This is an optimization exercise on Yosys and OpenROAD, whose aim is small area, a short achievable clock period and few clock cycles per item, not a production implementation. In this exercise RTL edits were held to simulation tests only and were not proved equivalent to the original.

==> flow/design.v <==
module sm3_compress (
    input  wire         clk,
    input  wire         rst,         
    input  wire         wvalid_i,    
    input  wire [31:0]  wdata_i,
    input  wire         wfinal_i,    
    output wire         wtake_o,     
    output wire         wopen_o,     
    output reg          done_o,      
    output wire [255:0] digest_o     
);
    localparam [255:0] IV = {32'h7380166F, 32'h4914B2B9, 32'h172442D7, 32'hDA8A0600,
                             32'hA96F30BC, 32'h163138AA, 32'hE38DEE4D, 32'hB0FB0E4E};
    localparam [31:0]  T0 = 32'h79CC4519;
    localparam [31:0]  T1 = 32'h7A879D8A;
    localparam [1:0] S_PRE   = 2'd0;     
    localparam [1:0] S_ROUND = 2'd1;
    localparam [1:0] S_FIN   = 2'd2;     
    function [31:0] rotl;
        input [31:0] x;
        input [4:0]  n;
        begin
            rotl = (x << n) | (x >> (6'd32 - {1'b0, n}));
        end
    endfunction
    function [31:0] p0;
        input [31:0] x;
        begin
            p0 = x ^ {x[22:0], x[31:23]} ^ {x[14:0], x[31:15]};
        end
    endfunction
    function [31:0] p1;
        input [31:0] x;
        begin
            p1 = x ^ {x[16:0], x[31:17]} ^ {x[8:0], x[31:9]};
        end
    endfunction
    function [31:0] add32;
        input [31:0] x;
        input [31:0] y;
        reg   [31:0] g, p, gn, pn;
        integer      i, d;
        begin
            g = x & y;
            p = x ^ y;
            for (d = 1; d < 32; d = d * 2) begin
                for (i = 0; i < 32; i = i + 1) begin
                    if (i >= d) begin
                        gn[i] = g[i] | (p[i] & g[i - d]);
                        pn[i] = p[i] & p[i - d];
                    end else begin
                        gn[i] = g[i];
                        pn[i] = p[i];
                    end
                end
                g = gn;
                p = pn;
            end
            add32 = (x ^ y) ^ {g[30:0], 1'b0};
        end
    endfunction
    reg [1:0]   state_q;
    reg [5:0]   round_q;
    reg [2:0]   npre_q;                  
    reg         first_q;                 
    reg         cur_final_q;             
    reg [255:0] v_q;                     
    reg [31:0]  a_q, b_q, c_q, d_q, e_q, f_q, g_q, h_q;
    reg [31:0]  k_q;                     
    reg         early_q;                 
    reg [511:0] w_q;                     
    wire in_round = (state_q == S_ROUND);
    wire in_pre   = (state_q == S_PRE);
    wire in_fin   = (state_q == S_FIN);
    wire need_in  = in_round & (round_q < 6'd11);
    wire opt_in   = (in_round & (round_q == 6'd63)) | in_fin | in_pre;
    wire take     = wvalid_i & (need_in | opt_in);
    wire gen      = in_round & (round_q >= 6'd11) & (round_q < 6'd63);
    wire shift    = take | gen;
    wire go       = in_round & (~need_in | wvalid_i);
    wire start    = in_pre & (npre_q == 3'd4) & wvalid_i;
    assign wtake_o = take;
    assign wopen_o = rst | ~in_round | ~go | (round_q < 6'd10) | (round_q >= 6'd62);
    wire [31:0] w0  = w_q[511:480];
    wire [31:0] w3  = w_q[415:384];
    wire [31:0] w7  = w_q[287:256];
    wire [31:0] w10 = w_q[191:160];
    wire [31:0] w11 = w_q[159:128];      
    wire [31:0] w13 = w_q[95:64];
    wire [31:0] w15 = w_q[31:0];         
    wire [31:0] w_gen = p1(w0 ^ w7 ^ {w13[16:0], w13[31:17]})
                        ^ {w3[24:0], w3[31:25]} ^ w10;
    wire [31:0] w_in  = gen ? w_gen : wdata_i;
    wire        early = early_q;
    wire [31:0] a_r12 = {a_q[19:0], a_q[31:20]};
    wire [31:0] ss_t  = a_r12 + e_q + k_q;
    wire [31:0] ss1   = {ss_t[24:0], ss_t[31:25]};
    wire [31:0] ss2   = ss1 ^ a_r12;
    wire [31:0] ff    = early ? (a_q ^ b_q ^ c_q)
                              : ((a_q & b_q) | (a_q & c_q) | (b_q & c_q));
    wire [31:0] gg    = early ? (e_q ^ f_q ^ g_q)
                              : ((e_q & f_q) | (~e_q & g_q));
    wire [31:0] ffdw  = ff + d_q + (w11 ^ w15);      
    wire [31:0] gghw  = gg + h_q + w11;              
    wire [31:0] tt1   = add32(ffdw, ss2);
    wire [31:0] tt2   = add32(gghw, ss1);
    wire [255:0] v_new = v_q ^ {a_q, b_q, c_q, d_q, e_q, f_q, g_q, h_q};
    assign digest_o = v_q;
    always @(posedge clk) begin
        if (shift)
            w_q <= {w_q[479:0], w_in};
        if (start) begin
            k_q     <= T0;
            early_q <= 1'b1;
        end else if (go) begin
            k_q     <= (round_q == 6'd15) ? rotl(T1, 5'd16) : {k_q[30:0], k_q[31]};
            if (round_q == 6'd15)
                early_q <= 1'b0;
        end
        if (go) begin
            a_q <= tt1;
            b_q <= a_q;
            c_q <= {b_q[22:0], b_q[31:23]};
            d_q <= c_q;
            e_q <= p0(tt2);
            f_q <= e_q;
            g_q <= {f_q[12:0], f_q[31:13]};
            h_q <= g_q;
        end else if (in_pre) begin
            {a_q, b_q, c_q, d_q, e_q, f_q, g_q, h_q} <= v_q;
        end
        if (in_fin)
            v_q <= v_new;
        else if (in_pre & first_q & ~done_o)
            v_q <= IV;
        if (rst) begin
            state_q     <= S_PRE;
            npre_q      <= 3'd0;
            first_q     <= 1'b1;
            cur_final_q <= 1'b0;
            done_o      <= 1'b0;
            round_q     <= 6'd0;
        end else begin
            done_o <= in_fin & cur_final_q;
            case (state_q)
                S_PRE: begin
                    if (start) begin
                        npre_q      <= 3'd0;
                        round_q     <= 6'd0;
                        cur_final_q <= 1'b0;
                        first_q     <= 1'b0;
                        state_q     <= S_ROUND;
                    end else if (take) begin
                        npre_q <= npre_q + 3'd1;
                    end
                end
                S_ROUND: begin
                    if (take & wfinal_i & need_in)
                        cur_final_q <= 1'b1;
                    if (take & ~need_in)
                        npre_q <= npre_q + 3'd1;
                    if (go) begin
                        round_q <= round_q + 6'd1;
                        if (round_q == 6'd63)
                            state_q <= S_FIN;
                    end
                end
                S_FIN: begin
                    if (take)
                        npre_q <= npre_q + 3'd1;
                    first_q <= cur_final_q;
                    state_q <= S_PRE;
                end
                default: state_q <= S_PRE;
            endcase
        end
    end
endmodule
module sm3_stream (
    input  wire         clk,
    input  wire         rst,          
    input  wire         in_valid,
    output reg          in_ready,
    input  wire [31:0]  in_data,      
    input  wire         in_last,
    input  wire [2:0]   in_nbytes,    
    output wire         out_valid,
    output wire [255:0] digest_o
);
    reg         pad_q;        
    reg         need80_q;     
    reg         lenblk_q;     
    reg [3:0]   slot_q;       
    reg [58:0]  words_q;      
    reg [1:0]   resid_q;      
    reg         clr_q;        
    wire        core_take;
    wire        core_open;
    wire [63:0] len_bits = {words_q, resid_q, 3'b000};
    wire        words_inc;      
    wire        nb4 = in_nbytes[2];     
    assign      words_inc = ~in_last | nb4;
    reg  [31:0] last_word;
    always @(*) begin
        case (in_nbytes[1:0])
            2'd0: last_word = 32'h80000000;
            2'd1: last_word = {in_data[31:24], 24'h800000};
            2'd2: last_word = {in_data[31:16], 16'h8000};
            default: last_word = {in_data[31:8], 8'h80};
        endcase
        if (nb4)
            last_word = in_data;
    end
    wire [31:0] pad_word = need80_q ? 32'h80000000 :
                           (lenblk_q & (slot_q == 4'd14)) ? len_bits[63:32] :
                           (lenblk_q & (slot_q == 4'd15)) ? len_bits[31:0] : 32'd0;
    wire        f_valid = pad_q | in_valid;
    wire [31:0] f_data  = pad_q ? pad_word : (in_last ? last_word : in_data);
    wire        f_final = pad_q & lenblk_q & (slot_q == 4'd15);
    wire        pad_n      = core_take ? (pad_q ? ~f_final : in_last) : pad_q;
    sm3_compress u_cf (
        .clk      (clk),
        .rst      (rst),
        .wvalid_i (f_valid),
        .wdata_i  (f_data),
        .wfinal_i (f_final),
        .wtake_o  (core_take),
        .wopen_o  (core_open),
        .done_o   (out_valid),
        .digest_o (digest_o)
    );
    always @(posedge clk) begin
        in_ready <= rst | (~pad_n & core_open);
        if (rst) begin
            pad_q      <= 1'b0;
            need80_q   <= 1'b0;
            lenblk_q   <= 1'b0;
            slot_q     <= 4'd0;
            clr_q      <= 1'b1;
        end else begin
            if (core_take) begin
                slot_q <= slot_q + 4'd1;
                if (!pad_q) begin
                    if (clr_q | words_inc)
                        words_q <= clr_q ? {58'd0, words_inc} : words_q + 59'd1;
                    clr_q   <= 1'b0;
                    if (in_last) begin
                        pad_q    <= 1'b1;
                        need80_q <= nb4;
                        resid_q  <= nb4 ? 2'd0 : in_nbytes[1:0];
                    end
                end else begin
                    need80_q <= 1'b0;
                    if (f_final) begin
                        pad_q <= 1'b0;
                        clr_q <= 1'b1;
                    end
                end
                if (slot_q == 4'd15)
                    lenblk_q <= pad_q ? ~lenblk_q : (in_last & ~nb4);
                else if (pad_q ? need80_q : (in_last & ~nb4))
                    lenblk_q <= (slot_q < 4'd14);
            end
        end
    end
endmodule
==> flow/flow/run.sh <==
#!/bin/bash
# Layout flow: the standard ORFS flow, with four changes.
#  1. Synthesis is ORFS's synthesis script (as synth_recipe.tcl runs it) except
#     that ABC maps the logic with the delay-oriented script flow/abc_delay.script
#     and adders are left to ABC (no full-adder cell mapping, ADDER_MAP_FILE empty).
#     Registers are mapped before ABC, so they are the standard synthesis's.
#  2. The timing repair passes aim for extra setup slack (SETUP_SLACK_MARGIN),
#     working on the worst 5% of the endpoints below it (TNS_END_PERCENT).
#  3. The port buffers are buf_2 cells instead of the default (a delay cell).
#  4. Clock tree synthesis adds no dummy loads and clusters up to 22 sinks per leaf buffer.
# The clock, constraints and every other step are the standard flow's.
set -euo pipefail
W=$(pwd)
SCR=${FLOW_HOME:-/OpenROAD-flow-scripts/flow}/scripts
sed "s#log_cmd abc {\*}\$abc_args#log_cmd abc {*}[lreplace \$abc_args 1 1 $W/flow/abc_delay.script]#" \
    "$SCR/synth.tcl" > "$W/synth_delay.tcl"
grep -q "abc_delay.script" "$W/synth_delay.tcl"
sed "s#\$::env(SCRIPTS_DIR)/synth.tcl#$W/synth_delay.tcl#" "$W/synth_recipe.tcl" > "$W/synth_recipe_delay.tcl"
grep -q "synth_delay.tcl" "$W/synth_recipe_delay.tcl"
bash standard.sh synth SYNTH_SCRIPT="$W/synth_recipe_delay.tcl" ADDER_MAP_FILE= > synth_make.log 2>&1
bash standard.sh finish SETUP_SLACK_MARGIN=14.5 TNS_END_PERCENT=5 \
    "BUFFER_PORTS_ARGS=-buffer_cell sky130_fd_sc_hd__buf_2" \
    "CTS_ARGS=-sink_clustering_enable -repair_clock_nets -dont_use_dummy_load -sink_clustering_size 22 -sink_clustering_max_diameter 100" \
    > layout_make.log 2>&1
==> flow/flow/abc_delay.script <==
strash
dch
map -D 3500
buffer -c
topo
stime -c
upsize -c
dnsize -c
==> flow/standard.sh <==
#!/bin/bash
# synth_recipe.tcl (not shown) runs the flow's synth.tcl, then flattens the netlist and writes it again
# the make line also repeats each setting of config.mk as NAME=value (left out here)
make -C /OpenROAD-flow-scripts/flow DESIGN_CONFIG=/design/flow/config.mk WORK_HOME=/design/flow/orfs CLKGATE_MAP_FILE= SYNTH_SCRIPT=/design/flow/synth_recipe.tcl "${@:-finish}"
==> flow/config.mk <==
export PLATFORM = sky130hd
export DESIGN_NAME = sm3_stream
export DESIGN_NICKNAME = sm3_stream
export VERILOG_FILES = /design/flow/design.v
export SDC_FILE = /design/flow/constraint.sdc
export NUM_CORES = 4
export LEC_CHECK = 0
export CAP_MARGIN = 20
export CORE_MARGIN = 2
export CORE_UTILIZATION = 40
export PLACE_DENSITY = 0.6
export SLEW_MARGIN = 20
==> flow/constraint.sdc <==
create_clock -name core_clock -period 20.0 [get_ports {clk}]
set_input_delay 4.0000 -clock core_clock [delete_from_list [all_inputs] [get_ports {clk}]]
set_output_delay 4.0000 -clock core_clock [all_outputs]
set_load 0.01 [all_outputs]
==> results of run 1 <==
synthesized netlist by cell type, types with 14 or more instances:
| cell type | number |
|---|---|
| sky130_fd_sc_hd__a21boi_0 | 15 |
| sky130_fd_sc_hd__a21o_1 | 19 |
| sky130_fd_sc_hd__a21oi_1 | 399 |
| sky130_fd_sc_hd__a31oi_1 | 32 |
| sky130_fd_sc_hd__and2_1 | 44 |
| sky130_fd_sc_hd__clkbuf_1 | 128 |
| sky130_fd_sc_hd__dfxtp_1 | 56 |
| sky130_fd_sc_hd__edfxtp_1 | 1085 |
| sky130_fd_sc_hd__inv_1 | 693 |
| sky130_fd_sc_hd__inv_2 | 21 |
| sky130_fd_sc_hd__nand2_1 | 887 |
| sky130_fd_sc_hd__nand2_2 | 21 |
| sky130_fd_sc_hd__nand3_1 | 93 |
| sky130_fd_sc_hd__nand4_1 | 21 |
| sky130_fd_sc_hd__nor2_1 | 673 |
| sky130_fd_sc_hd__nor2_2 | 34 |
| sky130_fd_sc_hd__nor2_4 | 21 |
| sky130_fd_sc_hd__nor3_1 | 88 |
| sky130_fd_sc_hd__o21ai_0 | 613 |
| sky130_fd_sc_hd__o21ai_1 | 84 |
| sky130_fd_sc_hd__o21ai_2 | 15 |
| sky130_fd_sc_hd__o21bai_1 | 14 |
| sky130_fd_sc_hd__o221ai_1 | 30 |
| sky130_fd_sc_hd__o22a_1 | 14 |
| sky130_fd_sc_hd__o22ai_1 | 21 |
| sky130_fd_sc_hd__or2_1 | 22 |
| sky130_fd_sc_hd__or2_2 | 44 |
| sky130_fd_sc_hd__xnor2_1 | 240 |
| sky130_fd_sc_hd__xor2_1 | 463 |
| sky130_fd_sc_hd__xor2_2 | 14 |
state kept, by name (all words and copies together), names as in the netlist, 2 cells and up:
name / cells
resid_q: 2
u_cf.d_q: 32
u_cf.a_q: 32
u_cf.v_q: 256
u_cf.g_q: 32
u_cf.e_q: 32
words_q: 59
u_cf.c_q: 32
u_cf.h_q: 32
u_cf.b_q: 32
u_cf.state_q: 2
u_cf.w_q: 512
slot_q: 4
u_cf.k_q: 32
u_cf.npre_q: 3
u_cf.round_q: 6
u_cf.f_q: 32
through the flow:
step	util (%)	instance area [um2]	hold WS, ns	cells
after global routing	46.59	69700	0.3864	8587
after detailed placement	42.76	63970	0.4045	8321
after CTS	44.41	66440	0.3901	8425
after floorplan	-	60260	0.4003	6124
final	46.60	69710	0.3886	8591
after global placement	42.76	63970	0.4003	8321
per-layer routing:
| metal | vias to the layer above | wire length, um | track usage (%) |
|---|---|---|---|
| met2 | 1785 | 91590 | 39.55 |
| met1 | 22290 | 88110 | 36.03 |
| met5 | - | 0 | 0 |
| met4 | 0 | 8860 | 9.713 |
| met3 | 289 | 14980 | 3.248 |
| li1 | 21520 | - | - |
path summary, 6_finish.rpt:
| path | cells past startpoint | startpoint | endpoint | slack [ns] |
|---|---|---|---|---|
| max | 7 | in_valid | u_cf.w_q[99]$_DFFE_PP_ | 14.45 |
| min | 0 | u_cf.w_q[352]$_DFFE_PP_ | u_cf.w_q[384]$_DFFE_PP_ | 0.39 |
| max reg2reg | 28 | u_cf.e_q[2]$_DFFE_PP_ | u_cf.e_q[16]$_DFFE_PP_ | 14.54 |
| min reg2reg | 0 | u_cf.w_q[352]$_DFFE_PP_ | u_cf.w_q[384]$_DFFE_PP_ | 0.39 |
layout make-up:
| type | count | share of cell area (%) |
|---|---|---|
| multi-input cells | 4114 | 36.39 |
| inverters | 720 | 3.932 |
| diodes | 4 | 0.01436 |
| well taps | 2016 | 3.618 |
| repair buffers | 529 | 5.320 |
| flip-flops and latches | 1141 | 48.35 |
| clock buffers | 66 | 2.369 |
| repair inverters | 1 | 0.007179 |
cells by family (layout without fill, tap and decap cells):
family                     after synthesis  count (layout)  share of synthesized area (%)
and+or+nand+nor                       2004            2007                          14.37
xor gates and xnor gates               728             728                          10.94
other                                    0               4                              0
buffers and inverters                  872            1316                          5.579
AOI/OAI and AO/OA                     1376            1376                          13.06
DFF                                   1141            1141                          55.99
adders and majority gates                3               3                        0.04989
timing repair:
action | 4_1_cts | 5_1_grt
pin swaps | 5 | 118
setup buffers | 33 | 156
cloned | 5 | 6
gates resized for setup | 80 | 417
setup endpoints to repair | 730 | 506
==> impl_metrics.tcl, run 1 <==
set metrics [dict create \
    via_per_inst 5.340 \
    timing.critical_path.buf_inv 4 \
    floorplan.die.height_um 391.9 \
    seq_area_frac_synth_pct 55.99 \
    drt_iter0_markers 4866 \
    ios 297 \
    cts_sinks 1141 \
    grt_pass1_wl_um 283200 \
    mappedNetlistArea_mm2 0.06019 \
    synth.avg_cell_area_um2 9.829 \
    worst_slack_ns 14.45 \
    postSynthRegisterBits 1141 \
    syn_nets 6163 \
    synth_edf_count 1085 \
    critPathRequiredTime_ns 20.36 \
    fp-row-count 142 \
    postSynthCellCount 6124 \
    finalHoldViolations 0 \
    critPathTopFamily "buffers and inverters" \
    clock_tree.buffer_depth 3 \
    hold_class "reg2reg" \
    hpwlAfterDp_um 149200 \
    design.core.area_mm2 0.1496 \
    post_route_cells_drive_above_1_share_pct 17.87 \
    timing.final.max_slew_violations 0 \
    yosys_warnings 2 \
    synthDominantAreaCellType "sky130_fd_sc_hd__edfxtp_1" \
    cts_root_buf "sky130_fd_sc_hd__clkbuf_16" \
    route.antenna.remaining_nets 0 \
    most-common-layout-cells "1085 x sky130_fd_sc_hd__edfxtp_1, 853 x sky130_fd_sc_hd__nand2_1, 680 x sky130_fd_sc_hd__inv_1" \
    period_share_pct 27.76 \
    cell_types_occupying_the_most_area_after_synthesis "sky130_fd_sc_hd__edfxtp_1 54%, sky130_fd_sc_hd__xor2_1 6.7%, sky130_fd_sc_hd__nand2_1 5.5%" \
    async_reset_ff_share_pct 0 \
    dr_total_vias 45880 \
    place.gp.congestion 0.9711 \
    global_route.usage.total_pct 25.38 \
    cp.arrival_ns 5.91 \
    rsz0062_at_grt "true" \
    drt_drc_violations_left 0 \
    synthesis_to_finish_area_growth_pct 15.81 \
    criticalPathCategory "in2reg" \
    synthDominantCellAreaShare_pct 54.13 \
    ctsHoldBuffers 0 \
    fp.dieW_um 391.9 \
    clkSlewWorstSetupHoldPaths_ns 0.08 \
    fillCellCount 14180 \
    die-area_mm2 0.1536 \
    crit_fanout 82 \
    final-seq-area_mm2 0.03371 \
    crit_path_top_delay_cell "sky130_fd_sc_hd__buf_12" \
    final_common_cell "sky130_fd_sc_hd__edfxtp_1" \
    clock-skew-final_ns 0.1165 \
    finalSetupTns_ns 0 \
    count_of_buffers_inserted_at_the_top_level_ports 296 \
    synth_ff_type "sky130_fd_sc_hd__edfxtp_1" \
    pre_cts_slack_ns 12.26 \
    least_margin_pin_slew_ns 1.021 \
    cts_made_buffers 66 \
    route.final.wire_length_um 203500 \
    setup_viol 0 \
    timing.fmax_mhz 180.1 \
    area_of_the_multi_input_gates_mm2 0.02537 \
    overflow 0 \
    cts.htree.levels 3 \
    routed_wire_length_per_instance_um 23.69 \
    final.min_clock_period_ns 5.552 \
    clock_latency_ns 0.70 \
    yosysUniqueCellTypes 96 \
    drv_cap 0 \
    cts_tree "built" \
    finalNetCount 6612 \
    run_status "finished clean" \
    vias_in_the_first_global_route 41150 \
    initial_util_pct 40.24 \
    path_cells "buf_2 -> nor2_4 -> inv_2 -> nand2_2 -> nand2_8 -> buf_12 -> buf_16" \
    drt_pre_antenna_iters 5 \
    antenna_found_initial 6 \
    end_kind "flip-flop" \
    slew-limit-headroom_pct 31.71 \
    grt_start_max_net_pins 147 \
    critPathMaxStageDelay_ns 0.41 \
    worst_setup_path_start_kind "input pin" \
]
Testbench counts, summed over its fixed seeds: cycles 58,300, bytes 42,033.
==> inputs of run 2 (changes only) <==
==> flow/flow/abc_delay.script (replaced) <==
strash
dch
map -D 3000
buffer -c
topo
stime -c
upsize -c
dnsize -c
==> run 2 against run 1 <==
Still clean on timing, DRC and antenna. Critical path depth is the same. Global-route usage grew 2.6 points. First-iteration DRC count grew 16%. Die area grew 3.4%. Critical endpoint is now u_cf.e_q[3]$_DFFE_PP_. Largest cell class unchanged.
==> impl_metrics.tcl, run 2 <==
set metrics [dict create \
    vias_in_the_first_global_route 45510 \
    overflow 0 \
    critPathMaxStageDelay_ns 0.48 \
    finalSetupTns_ns 0 \
    synthDominantCellAreaShare_pct 52.33 \
    crit_path_top_delay_cell "sky130_fd_sc_hd__buf_8" \
    synth.avg_cell_area_um2 9.369 \
    rrSetupSlack_ns 14.61 \
    globalRouteMet1Util_pct 39.90 \
    worst_hold_path.endpoint "u_cf.w_q[495]$_DFFE_PP_" \
    fp-row-count 144 \
    place.gp.congestion 1.008 \
    route.antenna.remaining_nets 0 \
    async_reset_ff_share_pct 0 \
    placed_cells 8879 \
    hold_start "u_cf.w_q[463]$_DFFE_PP_" \
    min_delay_path_depth 0 \
    drt_pre_antenna_iters 6 \
    setup_viol 0 \
    r2r_start "u_cf.e_q[1]$_DFFE_PP_" \
    ios 297 \
    count_of_buffers_inserted_at_the_top_level_ports 296 \
    syn_nets 6684 \
    synth_top_cells_by_count "1101 x sky130_fd_sc_hd__nand2_1, 1085 x sky130_fd_sc_hd__edfxtp_1, 724 x sky130_fd_sc_hd__inv_1" \
    worst_slack_ns 14.34 \
    seq_area_frac_synth_pct 54.13 \
    final_common_cell "sky130_fd_sc_hd__nand2_1" \
    die-area_mm2 0.1588 \
    critPathRequiredTime_ns 20.27 \
    worst_setup_path_start_kind "input pin" \
    least_margin_pin_slew_ns 1.153 \
    grt_start_max_net_pins 222 \
    end_kind "flip-flop" \
    mappedNetlistArea_mm2 0.06226 \
    fin_cells 9071 \
    postSynthCellCount 6645 \
    finalHoldViolations 0 \
    floorplan.die.height_um 398.5 \
    design.core.area_mm2 0.1544 \
    fp.dieW_um 398.5 \
    rsz0062_at_grt "true" \
    timing.final.max_slew_violations 0 \
    via_per_inst 5.553 \
    reg.largest.list "u_cf.w_q: 512 flops, u_cf.v_q: 256 flops, words_q: 59 flops" \
    cp.arrival_ns 5.93 \
    clock_latency_ns 0.73 \
    timing.fmax_mhz 176.8 \
    run_status "finished clean" \
    cell_types_occupying_the_most_area_after_synthesis "sky130_fd_sc_hd__edfxtp_1 52%, sky130_fd_sc_hd__nand2_1 6.6%, sky130_fd_sc_hd__xor2_1 5.5%" \
    routed_wire_length_per_instance_um 25.43 \
    most-common-layout-cells "1093 x sky130_fd_sc_hd__nand2_1, 1085 x sky130_fd_sc_hd__edfxtp_1, 717 x sky130_fd_sc_hd__inv_1" \
    synth_most_common_cell "sky130_fd_sc_hd__nand2_1" \
    critPathTopFamily "buffers and inverters" \
    antenna_found_initial 10 \
    post_route_cells_drive_above_1_share_pct 12.62 \
    largest_register_ffs 512 \
    drv_cap 0 \
    final.min_clock_period_ns 5.657 \
    synthesis_to_finish_area_growth_pct 12.58 \
    pre_cts_slack_ns 12.36 \
    dr_total_vias 50370 \
    grt_pass1_wl_um 320800 \
    period_share_pct 28.29 \
    grt.met3_usage_pct 3.747 \
    hpwlAfterDp_um 175900 \
    initial_util_pct 40.32 \
    hold_class "reg2reg" \
    timing.critical_path.buf_inv 4 \
    yosysUniqueCellTypes 93 \
    critical_path.most_common_cell "sky130_fd_sc_hd__nor2_4" \
    drt_drc_violations_left 0 \
    crit_fanout 59 \
    yosys_warnings 2 \
    globalRoute.busiestLayer "met2" \
    global_route.usage.total_pct 28.00 \
    timing.rr.end "u_cf.a_q[29]$_DFFE_PP_" \
    route.final.wire_length_um 230700 \
    cts_tree "built" \
    cts_root_buf "sky130_fd_sc_hd__clkbuf_16" \
    cts.htree.levels 3 \
    registers.top_by_ff_count "u_cf.w_q" \
    clock_tree.buffer_depth 3 \
    ff2ff_path_depth 21 \
    clkSlewWorstSetupHoldPaths_ns 0.09 \
    slew-limit-headroom_pct 22.55 \
    synth_edf_count 1085 \
    cts_made_buffers 68 \
    finalNetCount 7063 \
    clock-skew-final_ns 0.08629 \
    synthDominantAreaCellType "sky130_fd_sc_hd__edfxtp_1" \
    postSynthRegisterBits 1141 \
    met2_usage_pct 43.28 \
    cts_sinks 1141 \
    drt_iter0_markers 5661 \
    synth_ff_type "sky130_fd_sc_hd__edfxtp_1" \
    path_cells "buf_2 -> nor2_4 -> inv_2 -> nor2_4 -> nor2_4 -> buf_8 -> buf_8" \
    criticalPathCategory "in2reg" \
]
[run 2: layout make-up]
class,count,area (um2)
clock buffers,68,1702
flip-flops and latches,1141,33710
repair inverters,1,5.005
diodes,5,12.51
repair buffers,456,3167
inverters,745,2821
fillers,14760,84310
well taps,2044,2557
multi-input cells,4611,26120
[run 2: cell families (layout without fill, tap and decap cells)]
kind of cell,count (synthesis),after routing,synth area share [%]
simple gates,2436,2440,16.99
fa+ha+maj,2,2,0.03216
xor+xnor,621,621,9.116
compound gates,1548,1548,14.16
buf+inv,897,1270,5.571
flops,1141,1141,54.13
other cells,0,5,0
[run 2: what timing repair did]
action | in CTS | in global routing
setup endpoints to repair | 626 | 522
cloned | 5 | 4
setup buffers | 9 | 99
gates resized for setup | 16 | 207
hold buffers | 0 | 0
pin swaps | 2 | 22
[run 2: how the worst max path moves through the flow]
| stage | startpoint | cells after the start | slack [ns] | endpoint |
|---|---|---|---|---|
| finish | in_valid | 7 | 14.34 | u_cf.e_q[3]$_DFFE_PP_ |
| global route | in_valid | 7 | 14.35 | u_cf.e_q[3]$_DFFE_PP_ |
| CTS | u_cf.early_q$_SDFFE_PP1P_ | 23 | 14.07 | u_cf.e_q[30]$_DFFE_PP_ |
| detailed placement | in_valid | 7 | 12.36 | u_cf.w_q[159]$_DFFE_PP_ |
| global placement | in_valid | 7 | 12.51 | u_cf.w_q[159]$_DFFE_PP_ |
| floorplan | in_valid | 4 | 11.66 | u_cf.a_q[0]$_DFFE_PP_ |
[run 2: metal layers]
layer | wire length (um) | part of all wire, %
met1 | 99880 | 43
met2 | 101600 | 44
met3 | 18160 | 7.9
met4 | 11030 | 4.8
met5 | 44 | 0.019
[run 2: through the flow]
stage          area, um2  utilization, %  hold WS (ns)
2_1_floorplan      62330               -        0.4003
3_3_place_gp       66100           42.81        0.4004
3_5_place_dp       66110           42.82        0.4045
4_1_cts            68000           44.04        0.3886
5_1_grt            70080           45.39        0.3993
6_report           70090           45.40        0.3833
==> inputs of run 3 (changes only) <==
==> flow/flow/abc_delay.script (replaced) <==
strash
dch
map -D 4500
buffer -c
topo
stime -c
upsize -c
dnsize -c
==> run 3 against run 2 <==
First-iteration DRC count decreased by 16%. Maximum frequency decreased by 4.6%. Synthesized area decreased by 4.5%.
==> impl_metrics.tcl, run 3 <==
set metrics [dict create \
    global_route.usage.total_pct 25.63 \
    cts_sinks 1141 \
    design_area_mm2 0.06916 \
    fillCellCount 13790 \
    fp.dieW_um 389.5 \
    path_cells "buf_2 -> nor2_4 -> inv_2 -> nor2_4 -> nor2_4 -> buf_16 -> nand2_1 -> clkinv_2 -> a221oi_1" \
    setup_viol 0 \
    clock_latency_ns 0.74 \
    hpwlAfterDp_um 147500 \
    syn_nets 6190 \
    die-area_mm2 0.1517 \
    rsz0062_at_grt "true" \
    timing.final.max_slew_violations 0 \
    floorplan.die.height_um 389.5 \
    least_margin_pin_slew_ns 1.151 \
    dpl_cell_area_mm2 0.06314 \
    fp-row-count 141 \
    end_kind "flip-flop" \
    grt_start_max_net_pins 204 \
    yosys_warnings 2 \
    synthDominantAreaCellType "sky130_fd_sc_hd__edfxtp_1" \
    synth_most_common_cell "sky130_fd_sc_hd__edfxtp_1" \
    pre_cts_slack_ns 11.94 \
    clock-skew-final_ns 0.1343 \
    finalHoldViolations 0 \
    cts_root_buf "sky130_fd_sc_hd__clkbuf_16" \
    synth_edf_count 1085 \
    largest_register_ffs 512 \
    criticalPathCategory "in2reg" \
    cell_types_occupying_the_most_area_after_synthesis "sky130_fd_sc_hd__edfxtp_1 55%, sky130_fd_sc_hd__xor2_1 6.8%, sky130_fd_sc_hd__nand2_1 5.8%" \
    crit_fanout 119 \
    async_reset_ff_share_pct 0 \
    registers.top_by_ff_count "u_cf.w_q" \
    rrSetupSlack_ns 14.23 \
    cts_made_buffers 60 \
    final.min_clock_period_ns 5.928 \
    antenna_found_initial 10 \
    synth_ff_type "sky130_fd_sc_hd__edfxtp_1" \
    timing.fmax_mhz 168.7 \
    finalNetCount 6649 \
    dr_total_vias 45660 \
    clock_tree.buffer_depth 3 \
    critPathRequiredTime_ns 20.54 \
    synthDominantCellAreaShare_pct 54.81 \
    design.core.area_mm2 0.1477 \
    most-common-layout-cells "1085 x sky130_fd_sc_hd__edfxtp_1, 856 x sky130_fd_sc_hd__nand2_1, 792 x sky130_fd_sc_hd__inv_1" \
    finalSetupTns_ns 0 \
    post_route_cells_drive_above_1_share_pct 17.15 \
    cp.arrival_ns 6.47 \
    critPathMaxStageDelay_ns 0.66 \
    postSynthCellCount 6151 \
    ios 297 \
    postSynthRegisterBits 1141 \
    mappedNetlistArea_mm2 0.05944 \
    drt_iter0_markers 4740 \
    synth.avg_cell_area_um2 9.664 \
    cts_tree "built" \
    route.antenna.remaining_nets 0 \
    critical_path.most_common_cell "sky130_fd_sc_hd__nor2_4" \
    hold_class "reg2reg" \
    cts.htree.levels 2 \
    synthesis_to_finish_area_growth_pct 16.34 \
    route.final.wire_length_um 203100 \
    reg.largest.list "u_cf.w_q: 512 flops, u_cf.v_q: 256 flops, words_q: 59 flops" \
    ctsHoldBuffers 0 \
    worst_slack_ns 14.07 \
    crit_path_top_delay_cell "sky130_fd_sc_hd__nand2_1" \
    overflow 0 \
    worst_setup_path_start_kind "input pin" \
    seq_area_frac_synth_pct 56.70 \
    initial_util_pct 40.26 \
    synth_top_cells_by_count "1085 x sky130_fd_sc_hd__edfxtp_1, 911 x sky130_fd_sc_hd__nand2_1, 821 x sky130_fd_sc_hd__inv_1" \
    drv_cap 0 \
    vias_in_the_first_global_route 41130 \
    yosysUniqueCellTypes 85 \
    count_of_buffers_inserted_at_the_top_level_ports 296 \
    clkSlewWorstSetupHoldPaths_ns 0.09 \
    drt_drc_violations_left 0 \
    place.gp.congestion 0.9750 \
    period_share_pct 29.64 \
    slew-limit-headroom_pct 23.23 \
    grt_pass1_wl_um 283500 \
    run_status "finished clean" \
    final_common_cell "sky130_fd_sc_hd__edfxtp_1" \
    via_per_inst 5.346 \
    routed_wire_length_per_instance_um 23.78 \
    drt_pre_antenna_iters 6 \
]
==> run 3: cell count changes in the layout (fill, tap and decap cells not counted), moves of 32 or more <==
| cell | change |
|---|---|
| sky130_fd_sc_hd__nand3_1 | -153 |
| sky130_fd_sc_hd__a31oi_1 | -33 |
| sky130_fd_sc_hd__and2_1 | -44 |
| sky130_fd_sc_hd__nand4_1 | -79 |
| sky130_fd_sc_hd__inv_1 | +75 |
| sky130_fd_sc_hd__o21ai_0 | -43 |
| sky130_fd_sc_hd__o21ai_1 | -32 |
| sky130_fd_sc_hd__buf_4 | +82 |
| sky130_fd_sc_hd__xor2_1 | +56 |
| sky130_fd_sc_hd__a21oi_1 | -38 |
| sky130_fd_sc_hd__nand2_1 | -237 |
==> run 3: cells by family (layout without fill, tap and decap cells) <==
kind of cell,Yosys count,count (layout),synth area share (%)
xor+xnor,734,734,10.97
other cells,0,3,0
flops,1141,1141,56.70
fa+ha+maj,2,2,0.03368
buf+inv,1002,1456,6.369
compound gates,1326,1326,12.41
simple gates,1946,1949,13.52
==> run 3: worst paths after layout <==
| check | startpoint | end | depth (start not counted) |
|---|---|---|---|
| hold / removal | u_cf.w_q[62]$_DFFE_PP_ | u_cf.w_q[94]$_DFFE_PP_ | 0 |
| setup reg to reg | u_cf.early_q$_SDFFE_PP1P_ | u_cf.e_q[8]$_DFFE_PP_ | 34 |
| hold reg to reg | u_cf.w_q[62]$_DFFE_PP_ | u_cf.w_q[94]$_DFFE_PP_ | 0 |
| setup / recovery | in_valid | u_cf.k_q[2]$_SDFFE_PP0P_ | 9 |
==> run 3: final cells by class <==
class | instances | area [um2] | share of cell area [%]
sequential | 1141 | 33710 | 48.74
timing repair buffer | 548 | 3872 | 5.600
clock buffer | 60 | 1501 | 2.171
multi-input combinational | 4011 | 24420 | 35.32
inverter | 848 | 3231 | 4.672
tap | 1930 | 2415 | 3.492
antenna | 3 | 7.507 | 0.01086
==> run 3: stage by stage <==
| step | cells | hold slack, ns | utilization (%) |
|---|---|---|---|
| 2_1_floorplan | 6151 | 0.4003 | - |
| 3_3_place_gp | 8257 | 0.4003 | 42.76 |
| 3_5_place_dp | 8257 | 0.4045 | 42.76 |
| 4_1_cts | 8386 | 0.3591 | 44.69 |
| 5_1_grt | 8538 | 0.3823 | 46.83 |
| 6_report | 8541 | 0.3776 | 46.83 |
==> run 3: critical path: cells and delay by family <==
kind	cells	cell delay [ns]
AOI/OAI and AO/OA	1	0.39
buffers and inverters	4	1.04
and+or+nand+nor	4	0.98
==> run 3: per-layer routing <==
metal / track usage (%) / part of all wire [%] / up-vias / wire length [um]
met3: 3.616 / 7.9 / 238 / 16040
met1: 36.25 / 43 / 22250 / 86880
met5: 0 / 0.0069 / - / 14
li1: - / - / 21390 / -
met4: 10.25 / 4.7 / 2 / 9569
met2: 39.70 / 45 / 1790 / 90600
==> run 3: timing repair <==
item                       CTS  global route
gates cloned                 6             2
pin swaps                   37           111
gates resized for setup    120           441
setup buffers               63           149
setup endpoints to repair  681           472
==> inputs of run 4 (changes only) <==
--- a/flow/flow/run.sh
+++ b/flow/flow/run.sh
@@ -7,6 +7,7 @@
 #  2. The timing repair passes aim for extra setup slack (SETUP_SLACK_MARGIN),
 #     working on the worst 5% of the endpoints below it (TNS_END_PERCENT).
 #  3. The port buffers are buf_2 cells instead of the default (a delay cell).
+#  5. The core is 55% utilised (placement density 0.65).
 #  4. Clock tree synthesis adds no dummy loads and clusters up to 22 sinks per leaf buffer.
 # The clock, constraints and every other step are the standard flow's.
 set -euo pipefail
@@ -18,7 +19,7 @@
 sed "s#\$::env(SCRIPTS_DIR)/synth.tcl#$W/synth_delay.tcl#" "$W/synth_recipe.tcl" > "$W/synth_recipe_delay.tcl"
 grep -q "synth_delay.tcl" "$W/synth_recipe_delay.tcl"
 bash standard.sh synth SYNTH_SCRIPT="$W/synth_recipe_delay.tcl" ADDER_MAP_FILE= > synth_make.log 2>&1
-bash standard.sh finish SETUP_SLACK_MARGIN=14.5 TNS_END_PERCENT=5 \
+bash standard.sh finish SETUP_SLACK_MARGIN=14.5 TNS_END_PERCENT=5 CORE_UTILIZATION=55 PLACE_DENSITY=0.65 \
     "BUFFER_PORTS_ARGS=-buffer_cell sky130_fd_sc_hd__buf_2" \
     "CTS_ARGS=-sink_clustering_enable -repair_clock_nets -dont_use_dummy_load -sink_clustering_size 22 -sink_clustering_max_diameter 100" \
     > layout_make.log 2>&1
==> flow/flow/abc_delay.script (replaced) <==
strash
dch
map -D 3500
buffer -c
topo
stime -c
upsize -c
dnsize -c
==> run 4 against run 3 <==
Synthesized area is 1.3% higher. Sequential share of layout area is 0.92 points higher. Clock-buffer cell count stayed put. First-iteration DRC count is 7.6% higher. Hold slack worse by 0.0028 ns. Core utilization is 16 points higher. Clock skew is 0.024 ns lower. Via count hardly changed. Sequential cell count stayed put. Die area is 26% lower. Maximum frequency is 4.1% higher.
==> impl_metrics.tcl, run 4 <==
set metrics [dict create \
    finalSetupTns_ns 0 \
    largest_register_ffs 512 \
    r2r_start "u_cf.early_q$_SDFFE_PP1P_" \
    cts_tree "built" \
    async_reset_ff_share_pct 0 \
    postSynthRegisterBits 1141 \
    synth_top_cells_by_count "1085 x sky130_fd_sc_hd__edfxtp_1, 887 x sky130_fd_sc_hd__nand2_1, 693 x sky130_fd_sc_hd__inv_1" \
    fillCellCount 9030 \
    clkSlewWorstSetupHoldPaths_ns 0.09 \
    cts_made_buffers 60 \
    most-common-layout-cells "1085 x sky130_fd_sc_hd__edfxtp_1, 860 x sky130_fd_sc_hd__nand2_1, 681 x sky130_fd_sc_hd__inv_1" \
    critPathRequiredTime_ns 20.54 \
    mappedNetlistArea_mm2 0.06019 \
    timing.final.max_slew_violations 0 \
    place.gp.congestion 0.9937 \
    cts.htree.levels 2 \
    worst_setup_path_start_kind "input pin" \
    pre_cts_slack_ns 12.59 \
    dr_total_vias 45620 \
    cts_root_buf "sky130_fd_sc_hd__clkbuf_16" \
    ff2ff_path_depth 30 \
    crit_fanout 18 \
    synth_most_common_cell "sky130_fd_sc_hd__edfxtp_1" \
    synth.mux.area_fraction_pct 0 \
    rsz0062_at_grt "true" \
    route.final.wire_length_um 194500 \
    via_per_inst 5.748 \
    critical_path.most_common_cell "sky130_fd_sc_hd__nor2_4" \
    synth_edf_count 1085 \
    finalHoldViolations 0 \
    postSynthCellCount 6124 \
    overflow 0 \
    vias_in_the_first_global_route 41120 \
    timing.critical_path.buf_inv 3 \
    route.antenna.remaining_nets 0 \
    design_area_mm2 0.06787 \
    synth.avg_cell_area_um2 9.829 \
    antenna_found_initial 2 \
    path_cells "buf_2 -> nor2_4 -> inv_2 -> nor2_4 -> nor2_4 -> nand2_1 -> clkinvlp_4 -> a221oi_1" \
    synth_compound_gate_area_share_pct 13.06 \
    seq_area_frac_synth_pct 55.99 \
    yosysUniqueCellTypes 96 \
    yosys_warnings 2 \
    drt_drc_violations_left 0 \
    initial_util_pct 55.37 \
    drv_cap 0 \
    grt_start_max_net_pins 265 \
    critPathTopFamily "simple AND/OR/NAND/NOR gates" \
    synthDominantAreaCellType "sky130_fd_sc_hd__edfxtp_1" \
    yosys.area_share.adder_pct 0.04989 \
    hpwlAfterDp_um 144100 \
    clock_latency_ns 0.75 \
    synthDominantCellAreaShare_pct 54.13 \
    finalNetCount 6561 \
    yosys.area_share.xor_xnor_pct 10.94 \
    final_common_cell "sky130_fd_sc_hd__edfxtp_1" \
    timing.fmax_mhz 175.7 \
    startpoint "in_valid" \
    least_margin_pin_slew_ns 1.229 \
    final.min_clock_period_ns 5.692 \
    syn_nets 6163 \
    synthSimpleGateAreaFrac_pct 14.37 \
    clock_tree.buffer_depth 3 \
    hold_class "reg2reg" \
    ctsHoldBuffers 0 \
    global_route.usage.total_pct 33.58 \
    synth_ff_type "sky130_fd_sc_hd__edfxtp_1" \
    grt_pass1_wl_um 273400 \
    min_delay_path_depth 0 \
    synthesis_to_finish_area_growth_pct 12.76 \
    floorplan.die.height_um 334.8 \
    cell_types_occupying_the_most_area_after_synthesis "sky130_fd_sc_hd__edfxtp_1 54%, sky130_fd_sc_hd__xor2_1 6.7%, sky130_fd_sc_hd__nand2_1 5.5%" \
    reg.largest.list "u_cf.w_q: 512 flops, u_cf.v_q: 256 flops, words_q: 59 flops" \
    crit_path_top_delay_cell "sky130_fd_sc_hd__nand2_1" \
    critPathMaxStageDelay_ns 0.61 \
    cts_sinks 1141 \
    routed_wire_length_per_instance_um 24.50 \
    slew-limit-headroom_pct 18.09 \
    criticalPathCategory "in2reg" \
    fp-row-count 121 \
    drt_pre_antenna_iters 6 \
    drt_iter0_markers 5098 \
    end_kind "flip-flop" \
    clock-skew-final_ns 0.1105 \
    run_status "finished clean" \
    setup_viol 0 \
    cp.arrival_ns 6.24 \
    post_route_cells_drive_above_1_share_pct 16.29 \
    ios 297 \
    synth_top_family_by_area "simple AND/OR/NAND/NOR gates" \
    crit_cells 8 \
    count_of_buffers_inserted_at_the_top_level_ports 296 \
    die-area_mm2 0.1121 \
    fp.dieW_um 334.8 \
    period_share_pct 28.46 \
    hold_start "u_cf.w_q[352]$_DFFE_PP_" \
    design.core.area_mm2 0.1087 \
    worst_slack_ns 14.31 \
    dpl_cell_area_mm2 0.06320 \
    registers.top_by_ff_count "u_cf.w_q" \
]
[run 4: final timing paths]
kind                                            endpoint  slack, ns
worst max-delay path            u_cf.k_q[9]$_SDFFE_PP0P_      14.31
worst min register to register   u_cf.w_q[384]$_DFFE_PP_       0.37
worst max register to register    u_cf.e_q[30]$_DFFE_PP_      14.61
worst min-delay path             u_cf.w_q[384]$_DFFE_PP_       0.37
[run 4: cells by family after synthesis]
logic type | Yosys count
XOR/XNOR | 728
AO/OA/AOI/OAI | 1376
adder cells (fa/ha/maj) | 3
flip-flops | 1141
buffers and inverters | 872
AND/OR/NAND/NOR | 2004
[run 4: final cells by class]
cell class,count,area (um2),area share (%)
inverter,720,2741,4.039
tap,1414,1769,2.607
clock buffer,60,1501,2.212
antenna,4,10.01,0.01475
timing repair buffer,484,3312,4.880
sequential,1141,33710,49.66
multi-input combinational,4114,24830,36.58
timing repair inverter,1,5.005,0.007374
[run 4: metrics by stage]
step	instances	utilization, %	hold WS, ns
floorplan	6124	-	0.4003
global placement	7719	58.14	0.4004
detailed placement	7719	58.14	0.4045
CTS	7793	59.71	0.3653
global route	7934	62.43	0.3788
finish	7938	62.44	0.3748
[run 4: per-layer routing]
metal  track usage [%]  share of wire, %  wire [um]
met5                 0                 0          0
met3             5.066               8.3      16090
met1             47.46                42      82200
met2             50.57                44      85450
met4             17.12               5.5      10730
[run 4: timing repair]
item,4_1_cts,5_1_grt
buffers inserted,11,135
pin swaps,1,91
cloned,3,5
endpoints found under the setup margin,692,708
resized for setup,20,363
==> inputs of run 5 (changes only) <==
--- a/flow/flow/run.sh
+++ b/flow/flow/run.sh
@@ -7,7 +7,6 @@
 #  2. The timing repair passes aim for extra setup slack (SETUP_SLACK_MARGIN),
 #     working on the worst 5% of the endpoints below it (TNS_END_PERCENT).
 #  3. The port buffers are buf_2 cells instead of the default (a delay cell).
-#  5. The core is 55% utilised (placement density 0.65).
 #  4. Clock tree synthesis adds no dummy loads and clusters up to 22 sinks per leaf buffer.
 # The clock, constraints and every other step are the standard flow's.
 set -euo pipefail
@@ -19,7 +18,7 @@
 sed "s#\$::env(SCRIPTS_DIR)/synth.tcl#$W/synth_delay.tcl#" "$W/synth_recipe.tcl" > "$W/synth_recipe_delay.tcl"
 grep -q "synth_delay.tcl" "$W/synth_recipe_delay.tcl"
 bash standard.sh synth SYNTH_SCRIPT="$W/synth_recipe_delay.tcl" ADDER_MAP_FILE= > synth_make.log 2>&1
-bash standard.sh finish SETUP_SLACK_MARGIN=14.5 TNS_END_PERCENT=5 CORE_UTILIZATION=55 PLACE_DENSITY=0.65 \
+bash standard.sh finish SETUP_SLACK_MARGIN=14.8 TNS_END_PERCENT=5 \
     "BUFFER_PORTS_ARGS=-buffer_cell sky130_fd_sc_hd__buf_2" \
     "CTS_ARGS=-sink_clustering_enable -repair_clock_nets -dont_use_dummy_load -sink_clustering_size 22 -sink_clustering_max_diameter 100" \
     > layout_make.log 2>&1
==> run 5 against run 4 <==
Synthesized cell count unchanged. Hold slack better by 0.016 ns. Clock-buffer cell count rose by 6. Sequential share of layout area decreased by 3.3 points. Design area rose by 7.1%. Cell count up 9.7%. Clock skew grew 0.0070 ns. Setup slack better by 0.17 ns. Critical endpoint is now u_cf.d_q[15]$_DFFE_PP_.
==> impl_metrics.tcl, run 5 <==
set metrics [dict create \
    synth_most_common_cell "sky130_fd_sc_hd__edfxtp_1" \
    vias_in_the_first_global_route 41560 \
    ios 297 \
    cts_sinks 1141 \
    grt_start_max_net_pins 147 \
    synthDominantCellAreaShare_pct 54.13 \
    postSynthCellCount 6124 \
    cts.htree.levels 3 \
    rsz0062_at_grt "true" \
    critical_path.most_common_cell "sky130_fd_sc_hd__nor2_4" \
    final_common_cell "sky130_fd_sc_hd__edfxtp_1" \
    drt_iter0_markers 4729 \
    global_route.usage.total_pct 25.70 \
    overflow 0 \
    end_kind "flip-flop" \
    grt_pass1_wl_um 286400 \
    most-common-layout-cells "1085 x sky130_fd_sc_hd__edfxtp_1, 812 x sky130_fd_sc_hd__nand2_1, 665 x sky130_fd_sc_hd__inv_1" \
    fp.dieW_um 391.9 \
    floorplan.die.height_um 391.9 \
    syn_nets 6163 \
    finalNetCount 6727 \
    place.gp.congestion 0.9711 \
    worst_hold_slack_ns 0.3907 \
    finalHoldViolations 0 \
    synthesis_to_finish_area_growth_pct 20.71 \
    ctsHoldBuffers 0 \
    synth_top_cells_by_count "1085 x sky130_fd_sc_hd__edfxtp_1, 887 x sky130_fd_sc_hd__nand2_1, 693 x sky130_fd_sc_hd__inv_1" \
    slew-limit-headroom_pct 31.36 \
    clkSlewWorstSetupHoldPaths_ns 0.09 \
    synth_edf_count 1085 \
    critPathMaxStageDelay_ns 0.42 \
    routed_wire_length_per_instance_um 23.94 \
    yosysUniqueCellTypes 96 \
    cell_types_occupying_the_most_area_after_synthesis "sky130_fd_sc_hd__edfxtp_1 54%, sky130_fd_sc_hd__xor2_1 6.7%, sky130_fd_sc_hd__nand2_1 5.5%" \
    met2_usage_pct 39.96 \
    final.min_clock_period_ns 5.525 \
    drt_drc_violations_left 0 \
    setup_viol 0 \
    synth_ff_type "sky130_fd_sc_hd__edfxtp_1" \
    globalRouteMet1Util_pct 36.38 \
    pre_cts_slack_ns 12.26 \
    yosys_warnings 2 \
    globalRoute.busiestLayer "met2" \
    reg.largest.list "u_cf.w_q: 512 flops, u_cf.v_q: 256 flops, words_q: 59 flops" \
    cp.arrival_ns 5.84 \
    hpwlAfterDp_um 149200 \
    critPathRequiredTime_ns 20.32 \
    clock-skew-final_ns 0.1174 \
    design.core.area_mm2 0.1496 \
    synth.avg_cell_area_um2 9.829 \
    timing.fmax_mhz 181.0 \
    initial_util_pct 40.24 \
    timing.final.max_slew_violations 0 \
    seq_area_frac_synth_pct 55.99 \
    crit_path_top_delay_cell "sky130_fd_sc_hd__buf_12" \
    cts_root_buf "sky130_fd_sc_hd__clkbuf_16" \
    clock_tree.buffer_depth 3 \
    path_cells "buf_2 -> nor2_4 -> inv_2 -> nor2_4 -> nor2_4 -> buf_12 -> buf_16 -> buf_12" \
    period_share_pct 27.63 \
    clock_latency_ns 0.70 \
    count_of_buffers_inserted_at_the_top_level_ports 296 \
    drt_pre_antenna_iters 6 \
    route.antenna.remaining_nets 0 \
    critPathTopFamily "buffers and inverters" \
    cts_tree "built" \
    fp-row-count 142 \
    post_route_cells_drive_above_1_share_pct 22.78 \
    mappedNetlistArea_mm2 0.06019 \
    grt.met3_usage_pct 3.168 \
    die-area_mm2 0.1536 \
    worst_setup_path_start_kind "input pin" \
    crit_fanout 69 \
    criticalPathCategory "in2reg" \
    least_margin_pin_slew_ns 1.026 \
    async_reset_ff_share_pct 0 \
    drv_cap 0 \
    run_status "finished clean" \
    postSynthRegisterBits 1141 \
    registers.top_by_ff_count "u_cf.w_q" \
    finalSetupTns_ns 0 \
    synthDominantAreaCellType "sky130_fd_sc_hd__edfxtp_1" \
    timing.critical_path.buf_inv 5 \
    dr_total_vias 46780 \
    via_per_inst 5.374 \
    hold_class "reg2reg" \
    cts_made_buffers 66 \
    antenna_found_initial 6 \
    largest_register_ffs 512 \
    route.final.wire_length_um 208400 \
    worst_slack_ns 14.47 \
    fillCellCount 13890 \
]
run 5: cell count changes in the layout (fill, tap and decap cells not counted), sizes merged:
cell,delta
buf,+155
clkinvlp,-1
clkbuf,+8
nand2,+1
inv,+3
nand4,-1
bufbuf,+3
clkinv,-2
run 5: worst paths after layout:
path	startpoint	slack, ns	depth (start not counted)	to
max reg2reg	u_cf.e_q[2]$_DFFE_PP_	14.56	28	u_cf.e_q[6]$_DFFE_PP_
min reg2reg	u_cf.w_q[366]$_DFFE_PP_	0.39	0	u_cf.w_q[398]$_DFFE_PP_
min	u_cf.w_q[366]$_DFFE_PP_	0.39	0	u_cf.w_q[398]$_DFFE_PP_
max	in_valid	14.47	8	u_cf.d_q[15]$_DFFE_PP_
run 5: kinds of logic after synthesis:
family | Yosys count | share of synthesized area [%]
flops | 1141 | 55.99
fa+ha+maj | 3 | 0.04989
xor+xnor | 728 | 10.94
compound gates | 1376 | 13.06
buf+inv | 872 | 5.579
simple gates | 2004 | 14.37
run 5: per-stage QoR:
step	cell area, um2	utilization, %	instances
after floorplan	60260	-	6124
after global placement	63970	42.76	8321
after detailed placement	63970	42.76	8321
after CTS	67510	45.13	8477
after global routing	72650	48.56	8702
final	72660	48.57	8706
run 5: area by class of cell:
class / count / area [um2] / share of cell area (%)
tap: 2016 / 2522 / 3.472
clock buffer: 66 / 1652 / 2.273
inverter: 720 / 2750 / 3.785
timing repair inverter: 1 / 5.005 / 0.006888
multi-input combinational: 4114 / 27080 / 37.27
antenna: 4 / 10.01 / 0.01378
timing repair buffer: 644 / 4931 / 6.787
sequential: 1141 / 33710 / 46.39
run 5: worst reg2reg max path, delay by kind of cell (launching register included):
kind                      cells  cell delay [ns]
AOI/OAI and AO/OA            10             1.70
and+or+nand+nor              12             1.60
buffers and inverters         2             0.29
DFF                           1             0.57
xor gates and xnor gates      4             1.00
run 5: metal layers:
layer / up-vias / routed length (um)
met4: 0 / 10270
li1: 21730 / -
met3: 319 / 16160
met1: 22820 / 88630
met2: 1907 / 93350
met5: - / 0
run 5: repair_timing:
item,CTS,global route
gates cloned,8,7
pin swaps,27,259
resized for setup,180,724
buffers inserted,82,218
endpoints found under the setup margin,1204,776
==> inputs of run 6 (changes only) <==
--- a/flow/flow/run.sh
+++ b/flow/flow/run.sh
@@ -18,7 +18,7 @@
 sed "s#\$::env(SCRIPTS_DIR)/synth.tcl#$W/synth_delay.tcl#" "$W/synth_recipe.tcl" > "$W/synth_recipe_delay.tcl"
 grep -q "synth_delay.tcl" "$W/synth_recipe_delay.tcl"
 bash standard.sh synth SYNTH_SCRIPT="$W/synth_recipe_delay.tcl" ADDER_MAP_FILE= > synth_make.log 2>&1
-bash standard.sh finish SETUP_SLACK_MARGIN=14.8 TNS_END_PERCENT=5 \
+bash standard.sh finish SETUP_SLACK_MARGIN=14.2 TNS_END_PERCENT=5 \
     "BUFFER_PORTS_ARGS=-buffer_cell sky130_fd_sc_hd__buf_2" \
     "CTS_ARGS=-sink_clustering_enable -repair_clock_nets -dont_use_dummy_load -sink_clustering_size 22 -sink_clustering_max_diameter 100" \
     > layout_make.log 2>&1
==> run 6 against run 5 <==
Still clean on timing, DRC and antenna. Design area decreased by 7.2%. Register-to-register slack worse by 0.20 ns. Setup slack got worse by 0.31 ns. Die area unchanged. Via count decreased by 3.5%. Clock skew fell by 0.0013 ns. Maximum frequency fell by 5.3%. Non-clock buffer count down 219. Highest routed layer unchanged.
==> impl_metrics.tcl, run 6 <==
set metrics [dict create \
    finalNetCount 6506 \
    synthesis_to_finish_area_growth_pct 12.08 \
    critPathRequiredTime_ns 20.43 \
    synth_top_cells_by_count "1085 x sky130_fd_sc_hd__edfxtp_1, 887 x sky130_fd_sc_hd__nand2_1, 693 x sky130_fd_sc_hd__inv_1" \
    synth_ff_type "sky130_fd_sc_hd__edfxtp_1" \
    worst_setup_path_start_kind "input pin" \
    initial_util_pct 40.24 \
    synth.avg_cell_area_um2 9.829 \
    clock_latency_ns 0.70 \
    global_route.usage.total_pct 25.04 \
    synthDominantCellAreaShare_pct 54.13 \
    drv_cap 0 \
    end_kind "flip-flop" \
    finalSetupTns_ns 0 \
    grt_start_max_net_pins 211 \
    dr_total_vias 45140 \
    synth_edf_count 1085 \
    seq_area_frac_synth_pct 55.99 \
    routed_wire_length_per_instance_um 23.48 \
    clock_tree.buffer_depth 3 \
    async_reset_ff_share_pct 0 \
    cts_root_buf "sky130_fd_sc_hd__clkbuf_16" \
    syn_nets 6163 \
    vias_in_the_first_global_route 40790 \
    finalHoldViolations 0 \
    rrSetupSlack_ns 14.36 \
    cts.htree.levels 3 \
    route.final.wire_length_um 199100 \
    cts_sinks 1141 \
    cts_tree "built" \
    r2r_start "u_cf.e_q[11]$_DFFE_PP_" \
    timing.rr.end "u_cf.e_q[16]$_DFFE_PP_" \
    worst_hold_slack_ns 0.3831 \
    fp.dieW_um 391.9 \
    via_per_inst 5.321 \
    place.gp.congestion 0.9711 \
    clkSlewWorstSetupHoldPaths_ns 0.09 \
    ctsHoldBuffers 0 \
    largest_register_ffs 512 \
    timing.final.max_slew_violations 0 \
    hold_class "reg2reg" \
    ff2ff_path_depth 29 \
    post_route_cells_drive_above_1_share_pct 13.63 \
    floorplan.die.height_um 391.9 \
    hpwlAfterDp_um 149200 \
    timing.fmax_mhz 171.4 \
    postSynthRegisterBits 1141 \
    cts_made_buffers 66 \
    mappedNetlistArea_mm2 0.06019 \
    overflow 0 \
    endpoint "u_cf.w_q[29]$_DFFE_PP_" \
    cell_types_occupying_the_most_area_after_synthesis "sky130_fd_sc_hd__edfxtp_1 54%, sky130_fd_sc_hd__xor2_1 6.7%, sky130_fd_sc_hd__nand2_1 5.5%" \
    grt_pass1_wl_um 279700 \
    criticalPathCategory "in2reg" \
    postSynthCellCount 6124 \
    clock-skew-final_ns 0.1162 \
    final.min_clock_period_ns 5.834 \
    antenna_found_initial 4 \
    synth_most_common_cell "sky130_fd_sc_hd__edfxtp_1" \
    synthDominantAreaCellType "sky130_fd_sc_hd__edfxtp_1" \
    period_share_pct 29.17 \
    run_status "finished clean" \
    registers.top_by_ff_count "u_cf.w_q" \
    yosys_warnings 2 \
    fp-row-count 142 \
    design.core.area_mm2 0.1496 \
    setup_viol 0 \
    drt_drc_violations_left 0 \
    rsz0062_at_grt "true" \
    reg.largest.list "u_cf.w_q: 512 flops, u_cf.v_q: 256 flops, words_q: 59 flops" \
    startpoint "in_nbytes[2]" \
    count_of_buffers_inserted_at_the_top_level_ports 296 \
    crit_fanout 8 \
    final_common_cell "sky130_fd_sc_hd__edfxtp_1" \
    die-area_mm2 0.1536 \
    route.antenna.remaining_nets 0 \
    drt_pre_antenna_iters 6 \
    yosysUniqueCellTypes 96 \
    cp.arrival_ns 6.27 \
    ios 297 \
    slew-limit-headroom_pct 31.19 \
    most-common-layout-cells "1085 x sky130_fd_sc_hd__edfxtp_1, 880 x sky130_fd_sc_hd__nand2_1, 689 x sky130_fd_sc_hd__inv_1" \
    least_margin_pin_slew_ns 1.025 \
    drt_iter0_markers 4596 \
]
==> run 6: cell types whose count changed in the layout (fill, tap and decap cells not counted), moves of 35 or more <==
cell,delta
sky130_fd_sc_hd__nand2_1,+68
sky130_fd_sc_hd__buf_4,-164
sky130_fd_sc_hd__nor2_2,-39
sky130_fd_sc_hd__nor2_4,-65
sky130_fd_sc_hd__a21oi_1,+49
sky130_fd_sc_hd__nand2_2,-44
sky130_fd_sc_hd__xor2_1,+48
sky130_fd_sc_hd__o21ai_0,+35
sky130_fd_sc_hd__nor2_1,+104
==> run 6: what timing repair did <==
action                                  CTS  global route
pin swaps                                 1            25
gates cloned                              2             3
setup buffers                             7            82
endpoints found under the setup margin  599           438
resized for setup                        23           175
==> run 6: how the worst min path moves through the flow <==
stage	startpoint	endpoint	slack (ns)	depth (start not counted)
finish	u_cf.w_q[366]$_DFFE_PP_	u_cf.w_q[398]$_DFFE_PP_	0.38	0
global route	u_cf.w_q[62]$_DFFE_PP_	u_cf.w_q[94]$_DFFE_PP_	0.39	0
CTS	u_cf.w_q[366]$_DFFE_PP_	u_cf.w_q[398]$_DFFE_PP_	0.39	0
detailed placement	u_cf.w_q[105]$_DFFE_PP_	u_cf.w_q[137]$_DFFE_PP_	0.40	0
global placement	u_cf.w_q[57]$_DFFE_PP_	u_cf.w_q[89]$_DFFE_PP_	0.40	0
floorplan	u_cf.w_q[96]$_DFFE_PP_	u_cf.w_q[128]$_DFFE_PP_	0.40	0
==> run 6: layer usage <==
| metal | vias up | wire, um | track usage, % |
|---|---|---|---|
| met5 | - | 0 | 0 |
| met4 | 0 | 8093 | 9.371 |
| met3 | 248 | 15210 | 3.126 |
| met2 | 1729 | 89140 | 38.89 |
| met1 | 21860 | 86700 | 35.78 |
| li1 | 21300 | - | - |
==> run 6: logic make-up (layout without fill, tap and decap cells) <==
logic type,Yosys count,in the layout,share of synthesized area [%]
buf+inv,872,1211,5.579
flops,1141,1141,55.99
fa+ha+maj,3,3,0.04989
other cells,0,2,0
compound gates,1376,1376,13.06
xor+xnor,728,728,10.94
simple gates,2004,2006,14.37
==> run 6: critical path, stage by stage <==
cell and delay (ns):
sky130_fd_sc_hd__buf_2 0.13, sky130_fd_sc_hd__nor2_1 0.47, sky130_fd_sc_hd__inv_1 0.19, sky130_fd_sc_hd__nor2_1 0.27, sky130_fd_sc_hd__inv_1 0.06, sky130_fd_sc_hd__o21ai_0 0.30
sky130_fd_sc_hd__inv_1 0.25, sky130_fd_sc_hd__a2bb2oi_1 0.45, sky130_fd_sc_hd__o22ai_1 0.13
==> run 6: cell type report <==
cell class / instances / area [um2]
fill: 14320 / 82140
multi-input combinational: 4113 / 24170
tap: 2016 / 2522
timing repair buffer: 425 / 2691
inverter: 720 / 2718
antenna: 2 / 5.005
sequential: 1141 / 33710
clock buffer: 66 / 1652
==> run 6: per-stage QoR <==
stage	setup WS [ns]	area [um2]	util [%]	std cells
6_report	14.17	67460	45.10	8483
5_1_grt	14.04	67460	45.09	8481
4_1_cts	13.86	65810	43.99	8396
3_5_place_dp	12.26	63970	42.76	8321
3_3_place_gp	12.38	63970	42.76	8321
2_1_floorplan	11.66	60260	-	6124

==> re-timing with driven ports <==
In the flow no input, the clock included, has a driving cell. The finished layouts below were timed again as built, in two steps. Step 1, drivers: a clkbuf_16 drives clk and a buf_2 each remaining input, both assumed. Step 2 adds t to the input delays and takes it off the output delays; t is the mean of the earliest and latest rising clock arrival at the registers after step 1. Input paths then give back, and output paths get back, about the clock's delay inside the block. a / b / c = ideal / step 1 / step 2; a / b = the first two.
run	t (ns)	slack for setup (ns)	hold WS [ns]
run 1	0.724	14.448 / 14.403 / 13.773	0.389 / 0.389 / 0.389
run 2	0.758	14.343 / 14.343 / 13.629	0.383 / 0.383 / 0.383
run 3	0.765	14.072 / 14.130 / 13.365	0.378 / 0.378 / 0.378
run 4	0.771	14.308 / 14.368 / 13.597	0.375 / 0.375 / 0.375
run 5	0.725	14.475 / 14.433 / 13.799	0.391 / 0.391 / 0.391
run 6	0.723	14.166 / 14.210 / 13.487	0.383 / 0.383 / 0.383
After both steps every run listed still meets setup and hold. The setup slack of run 2, which loses most, moves by 0.000 ns with the drivers and by -0.714 ns with both steps.
